What follows belongs to an exercise in optimizing a design on an open flow for a short achievable clock period and few clock cycles; a production flow would make more cautious choices. Function was checked by simulation only, so behaviour that the tests miss may differ from the original. No activity file was given, so power comes from the tool's default toggle rates.

==> inputs of 05-28 <==
// wolf_expander
module wolf_expander (
    input  wire        clk,
    input  wire        rst,           
    input  wire        reg_we,
    input  wire [7:0]  reg_addr,      
    input  wire [31:0] reg_wdata,
    output reg  [31:0] reg_rdata,
    output wire        busy,
    output wire        mem_req,
    output wire        mem_we,
    output wire [15:0] mem_addr,
    output wire [7:0]  mem_wdata,
    input  wire        mem_ready,
    input  wire [7:0]  mem_rdata
);
clock: 8.0 ns
lec_check: 0
abc_clock_period_in_ps: 4000
cap_margin: 20
core_margin: 2
core_utilization: 40
place_density: 0.6
setup_slack_margin: 3.5
slew_margin: 20
tns_end_percent: 100
run.sh (not shown) runs the stock make flow with config.mk's settings and CLKGATE_MAP_FILE= SYNTH_SCRIPT=/design/flow/synth_recipe.tcl, a recipe that flattens the netlist after the stock synthesis.
==> inputs of 11-06, as changes to 05-28 <==
--- a/flow/design.v
+++ b/flow/design.v
@@ -78,16 +78,10 @@
     reg        pf_nz;
     reg        rv_src;             
     reg        rv_cp;              
     reg [8*FN-1:0] fq;             
     reg [3:0]  fcnt;
-    reg [FN-1:0] fth;              
-    reg [FN-1:0] fl_z;             
-    reg [FN-1:0] fl_e;             
-    reg [FN-1:0] fl_7;             
-    reg [FN-1:0] fl_tl;            
-    reg [FN-1:0] fl_th;            
     reg        pfx_seen;
     reg        tok_valid;
     reg [2:0]  tok_kind;
     reg [2:0]  tok_len;
     reg [7:0]  tb0, tb1, tb2, tb3, tb4, tb5;
@@ -121,62 +115,54 @@
     reg [15:0] wr_addr;
     reg [16:0] cap_rem;
     reg        cap_nz;
     reg [16:0] op_done;
     reg [8*WB-1:0] win;            
-    wire       pf_want = run & pf_nz & ~fth[FN-1] & ~(fth[FN-2] & rv_src);
+    wire [4:0] f_occ   = {1'b0, fcnt} + {4'd0, rv_src};
+    wire       pf_want = run & pf_nz & (f_occ < FN);
     assign mem_req   = p_valid | pf_want;
     assign mem_we    = p_valid & p_we;
     assign mem_addr  = p_valid ? p_addr : pf_addr;
     assign mem_wdata = p_wdata;
     wire       pf_acc  = ~p_valid & pf_want & mem_ready;
     wire       adv     = ~p_valid | mem_ready;
     wire [17:0] s18       = {2'b0, r_size};
     wire        loop_more = is_rlew ? (op_proj < s18) : (rem != 15'd0);
-    wire        tok_take  = tok_valid & run & ~dec_fin & (~pfx_done | ~nc_valid);
+    wire        tok_take  = tok_valid & run & ~dec_fin & (~pfx_done | (loop_more & ~nc_valid));
     wire        cnt_over  = {7'd0, tb0} > rem;
     wire [17:0] d2x       = {9'd0, tb2, 1'b0};
     wire        near_bad  = (tb2 == 8'd0) || (d2x > op_proj);
     wire [17:0] i2x       = {1'b0, tb3, tb2, 1'b0};
     wire        far_bad   = i2x >= op_proj;
     wire        near_win  = (tb2 >> WK) == 8'd0;
     wire [15:0] run_c     = {tb3, tb2};
     wire [17:0] lo2       = {9'd0, tb0, 1'b0};
     wire [17:0] c2        = {1'b0, run_c, 1'b0};
+    wire [7:0] f0 = fq[7:0];
+    wire [7:0] f1 = fq[15:8];
     reg  [2:0] need;
     reg  [2:0] pkind;
-    reg        d1_ok;
     always @(*) begin
         if (!pfx_seen) begin
-            need = 3'd2; pkind = T_PFX;  d1_ok = fth[1];
+            need = 3'd2; pkind = T_PFX;
         end else if (is_rlew) begin
-            if (fl_tl[0] & fl_th[1]) begin need = 3'd6; pkind = T_RUN; d1_ok = fth[5]; end
-            else                     begin need = 3'd2; pkind = T_LIT; d1_ok = fth[1]; end
-        end else if (fl_e[1]) begin
-            if (fl_z[0])             begin need = 3'd3; pkind = T_ESC;  d1_ok = fth[2]; end
-            else if (fl_7[1])        begin need = 3'd3; pkind = T_NEAR; d1_ok = fth[2]; end
-            else                     begin need = 3'd4; pkind = T_FAR;  d1_ok = fth[3]; end
+            if ({f1, f0} == r_tag) begin need = 3'd6; pkind = T_RUN; end
+            else                   begin need = 3'd2; pkind = T_LIT; end
+        end else if (f1 == 8'hA7 || f1 == 8'hA8) begin
+            if (f0 == 8'd0)        begin need = 3'd3; pkind = T_ESC;  end
+            else if (f1[0])        begin need = 3'd3; pkind = T_NEAR; end
+            else                   begin need = 3'd4; pkind = T_FAR;  end
         end else begin
-            need = 3'd2; pkind = T_LIT; d1_ok = fth[1];
+            need = 3'd2; pkind = T_LIT;
         end
     end
+    wire       d1_ok   = fcnt >= {1'b0, need};
     wire       all_in  = ~pf_nz & ~rv_src;
     wire       d1_free = ~tok_valid | tok_take;
     wire       d1_go   = run & ~dec_fin & d1_free & (d1_ok | all_in);
     wire [2:0] pop     = (d1_go & d1_ok) ? need : 3'd0;
     wire [8*FN-1:0] fq_sh = fq >> {pop, 3'b000};
-    wire [FN-1:0]   fth_p = fth >> pop;
-    wire [FN-1:0]   fz_p  = fl_z >> pop;
-    wire [FN-1:0]   fe_p  = fl_e >> pop;
-    wire [FN-1:0]   f7_p  = fl_7 >> pop;
-    wire [FN-1:0]   ftl_p = fl_tl >> pop;
-    wire [FN-1:0]   fth2_p = fl_th >> pop;
-    wire in_z  = mem_rdata == 8'h00;
-    wire in_e  = (mem_rdata == 8'hA7) | (mem_rdata == 8'hA8);
-    wire in_7  = mem_rdata == 8'hA7;
-    wire in_tl = mem_rdata == r_tag[7:0];
-    wire in_th = mem_rdata == r_tag[15:8];
     reg        nx_valid, nx_we, take_nc;
     reg [7:0]  nx_wd;
     always @(*) begin
         nx_valid = 1'b0;
         nx_we    = 1'b0;
@@ -228,11 +214,10 @@
             pf_rem     <= 17'd0;
             pf_nz      <= 1'b0;
             rv_src     <= 1'b0;
             rv_cp      <= 1'b0;
             fcnt       <= 4'd0;
-            fth        <= {FN{1'b0}};
             pfx_seen   <= 1'b0;
             tok_valid  <= 1'b0;
             tok_kind   <= 3'd0;
             tok_len    <= 3'd0;
             pfx_done   <= 1'b0;
@@ -269,11 +254,10 @@
                             chk       <= 1'b1;
                             pf_addr   <= r_src_base[15:0];
                             pf_rem    <= r_src_len[16:0];
                             pf_nz     <= r_src_len[16:0] != 17'd0;
                             fcnt      <= 4'd0;
-                            fth       <= {FN{1'b0}};
                             pfx_seen  <= 1'b0;
                             tok_valid <= 1'b0;
                             pfx_done  <= 1'b0;
                             rem       <= 15'd0;
                             op_proj   <= 18'd0;
@@ -317,27 +301,15 @@
                 pf_rem  <= pf_rem - 17'd1;
                 pf_nz   <= pf_rem != 17'd1;
             end
             if (run) begin
                 for (i = 0; i < FN; i = i + 1) begin
-                    if (fth_p[i]) begin
+                    if (i + pop < fcnt)
                         fq[i*8 +: 8] <= fq_sh[i*8 +: 8];
-                        fl_z[i]  <= fz_p[i];
-                        fl_e[i]  <= fe_p[i];
-                        fl_7[i]  <= f7_p[i];
-                        fl_tl[i] <= ftl_p[i];
-                        fl_th[i] <= fth2_p[i];
-                    end else begin
+                    else
                         fq[i*8 +: 8] <= mem_rdata;
-                        fl_z[i]  <= in_z;
-                        fl_e[i]  <= in_e;
-                        fl_7[i]  <= in_7;
-                        fl_tl[i] <= in_tl;
-                        fl_th[i] <= in_th;
-                    end
                 end
-                fth  <= rv_src ? {fth_p[FN-2:0], 1'b1} : fth_p;
                 fcnt <= fcnt - {1'b0, pop} + {3'd0, rv_src};
             end
             if (d1_go) begin
                 pfx_seen  <= 1'b1;
                 tok_valid <= 1'b1;
@@ -345,14 +317,11 @@
                 tok_len   <= d1_ok ? need : fcnt[2:0];
                 {tb5, tb4, tb3, tb2, tb1, tb0} <= fq[47:0];
             end else if (tok_take) begin
                 tok_valid <= 1'b0;
             end
-            if (run && !dec_fin && pfx_done && !loop_more) begin
-                dec_fin  <= 1'b1;
-                dec_code <= (op_proj != s18) ? ERR_LEN_MISMATCH : ERR_NONE;
-            end else if (tok_take) begin
+            if (tok_take) begin
                 if (!pfx_done) begin
                     if (tok_kind == T_TRUNC) begin
                         dec_fin  <= 1'b1;
                         dec_code <= ERR_TRUNC;
                         dip      <= {14'd0, tok_len};
@@ -426,10 +395,13 @@
                             dec_fin  <= 1'b1;
                             dec_code <= ERR_TRUNC;
                         end
                     endcase
                 end
+            end else if (run && !dec_fin && pfx_done && !loop_more) begin
+                dec_fin  <= 1'b1;
+                dec_code <= (op_proj != s18) ? ERR_LEN_MISMATCH : ERR_NONE;
             end
             if (rv_cp) cbuf <= mem_rdata;
             if (run) op_done <= op_done_nx;
             if (em_load) begin
                 p_valid <= nx_valid;
- ABC_CLOCK_PERIOD_IN_PS: 4000 -> unset
- SETUP_SLACK_MARGIN: 3.5 -> unset
- TNS_END_PERCENT: 100 -> unset
==> inputs of 01-17, as changes to 05-28 <==
--- a/flow/design.v
+++ b/flow/design.v
@@ -21,11 +21,11 @@
     localparam [7:0] ERR_TRUNC        = 8'h05;
     localparam [7:0] ERR_LEN_MISMATCH = 8'h06;
     localparam [7:0] ERR_COUNT_OVERRUN= 8'h07;
     localparam [7:0] ERR_SRC_RANGE    = 8'h08;
     localparam [7:0] ERR_OUT_OVERFLOW = 8'h09;
-    localparam integer WK = 7;
+    localparam integer WK = 8;
     localparam integer WB = 1 << (WK + 1);    
     localparam integer FN = 12;               
     localparam [2:0] T_PFX   = 3'd0,
                      T_LIT   = 3'd1,          
                      T_ESC   = 3'd2,
@@ -63,18 +63,13 @@
             6'h0D: reg_rdata = {15'd0, r_outlen};
             6'h0E: reg_rdata = {16'd0, r_size};
             default: reg_rdata = 32'd0;
         endcase
     end
-    wire        cmd_valid  = (r_cmd == 32'h1) || (r_cmd == 32'h2);
-    wire [32:0] src_end    = {1'b0, r_src_base} + {1'b0, r_src_len};
-    wire [32:0] dst_end    = {1'b0, r_dst_base} + {1'b0, r_dst_cap};
-    wire        src_oor    = src_end > 33'h10000;
-    wire        dst_oor    = dst_end > 33'h10000;
-    wire        overlap    = (r_src_len != 32'd0) && (r_dst_cap != 32'd0) &&
-                             ({1'b0, r_src_base} < dst_end) &&
-                             ({1'b0, r_dst_base} < src_end);
+    reg  [32:0] src_end, dst_end;
+    reg         v_bad_cmd, v_oor, v_overlap;
+    reg         chk2;
     reg [15:0] pf_addr;
     reg [16:0] pf_rem;
     reg        pf_nz;
     reg        rv_src;             
     reg        rv_cp;              
@@ -220,10 +215,11 @@
             r_errcode  <= 8'd0;
             r_inpos    <= 17'd0;
             r_outlen   <= 17'd0;
             r_size     <= 16'd0;
             chk        <= 1'b0;
+            chk2       <= 1'b0;
             run        <= 1'b0;
             is_rlew    <= 1'b0;
             pf_addr    <= 16'd0;
             pf_rem     <= 17'd0;
             pf_nz      <= 1'b0;
@@ -265,10 +261,12 @@
                             r_errcode <= ERR_NONE;
                             r_inpos   <= 17'd0;
                             r_outlen  <= 17'd0;
                             r_size    <= 16'd0;
                             chk       <= 1'b1;
+                            src_end   <= {1'b0, r_src_base} + {1'b0, r_src_len};
+                            dst_end   <= {1'b0, r_dst_base} + {1'b0, r_dst_cap};
                             pf_addr   <= r_src_base[15:0];
                             pf_rem    <= r_src_len[16:0];
                             pf_nz     <= r_src_len[16:0] != 17'd0;
                             fcnt      <= 4'd0;
                             fth       <= {FN{1'b0}};
@@ -296,15 +294,24 @@
                         default: ;
                     endcase
                 end
             end
             if (chk) begin
-                chk     <= 1'b0;
-                is_rlew <= (r_cmd == 32'h2);
-                if (!cmd_valid || src_oor || dst_oor || overlap) begin
-                    r_errcode <= !cmd_valid ? ERR_BAD_CMD :
-                                 (src_oor || dst_oor) ? ERR_ADDR_RANGE : ERR_OVERLAP;
+                chk       <= 1'b0;
+                chk2      <= 1'b1;
+                is_rlew   <= (r_cmd == 32'h2);
+                v_bad_cmd <= !((r_cmd == 32'h1) || (r_cmd == 32'h2));
+                v_oor     <= (src_end > 33'h10000) || (dst_end > 33'h10000);
+                v_overlap <= (r_src_len != 32'd0) && (r_dst_cap != 32'd0) &&
+                             ({1'b0, r_src_base} < dst_end) &&
+                             ({1'b0, r_dst_base} < src_end);
+            end
+            if (chk2) begin
+                chk2 <= 1'b0;
+                if (v_bad_cmd || v_oor || v_overlap) begin
+                    r_errcode <= v_bad_cmd ? ERR_BAD_CMD :
+                                 v_oor ? ERR_ADDR_RANGE : ERR_OVERLAP;
                     st_err    <= 1'b1;
                     st_done   <= 1'b1;
                     st_busy   <= 1'b0;
                 end else begin
                     run <= 1'b1;
- CORE_UTILIZATION: 40 -> 60
- PLACE_DENSITY: 0.6 -> 0.72
- SETUP_SLACK_MARGIN: 3.5 -> 3.7
==> qor summary <==
Layout cells sized above 1: 11-06 0.160; 05-28 0.190; 01-17 0.191
Critical path startpoint category: 11-06 flop; 05-28 flop; 01-17 input port
Peak clock frequency supported by timing: 11-06 146 MHz; 05-28 201 MHz; 01-17 208 MHz
Largest net degree at the start of global routing: 11-06 129; 05-28 178; 01-17 204
Syn Inst Count: 11-06 8630; 05-28 8935; 01-17 12400
Avg Vias per Cell: 11-06 5.95; 05-28 6.03; 01-17 6.79
Outcome: 11-06 complete, no violations; 05-28 complete, no violations; 01-17 complete, no violations
Library cell appearing most often on the critical path: 11-06 -; 05-28 o211ai_1; 01-17 buf_6
M1 wire length: 11-06 143000 µm; 05-28 155000 µm; 01-17 211000 µm
Post-CTS Setup Inserts: 11-06 0; 05-28 90; 01-17 57
Post-synth net total: 11-06 8991; 05-28 9256; 01-17 12700
Unrepaired setup endpoints after global routing: 11-06 no; 05-28 yes; 01-17 yes
Startpoint-to-endpoint class of the critical path: 11-06 flop to flop; 05-28 flop to flop; 01-17 input port to output pin
Power per unit of standard cell area: 11-06 209 nW/µm²; 05-28 205 nW/µm²; 01-17 220 nW/µm²
Post-route minimum period: 11-06 6870 ps; 05-28 4970 ps; 01-17 4820 ps
Sequential share of power: 11-06 0.526; 05-28 0.530; 01-17 0.547
Post-CTS resize count: 11-06 0; 05-28 422; 01-17 312
Buffers plus inverters on the worst setup path: 11-06 6; 05-28 1; 01-17 5
Synth Area per Inst: 11-06 14.5 µm²; 05-28 14.4 µm²; 01-17 16.8 µm²
GR Layer Usage met1: 11-06 0.290; 05-28 0.310; 01-17 0.434
Testbench counts of 05-28, summed over its fixed seeds: cycles 740,269.
Testbench counts of 11-06, summed over its fixed seeds: cycles 740,269.
Testbench counts of 01-17, summed over its fixed seeds: cycles 725,051.

## what the ideal ports hide
Ports are ideal in the flow. The routed layouts listed here were re-timed in OpenROAD. Step 1, drivers: a clkbuf_16 drives clk and a buf_2 each remaining input, both assumed. Step 2 times the ports against the registers' clock, not the clock port: input delays grow and output delays shrink by t, the midpoint of the rising clock arrivals with the driver on. Slacks: no drivers / after step 1 / after step 2; pairs: no drivers / after step 1.
run | t, ns | setup slack, ns | worst hold slack (ns) | slew at the worst register clock pin (ns) | worst slew at a driven data input, ns
05-28 | 0.990 | 3.027 / 2.987 / 2.789 | 0.390 / 0.390 / 0.390 | 0.07 / 0.07 | 0.08
11-06 | 0.963 | 1.132 / 1.132 / 1.132 | 0.363 / 0.363 / 0.363 | 0.07 / 0.07 | 0.17
01-17 | 1.093 | 3.183 / 3.143 / 2.711 | 0.383 / 0.383 / 0.383 | 0.07 / 0.07 | 0.05
After both steps every run listed still meets setup and hold. For 01-17, which loses most, drivers alone change the setup slack by -0.040 ns; drivers and shift together by -0.472 ns.
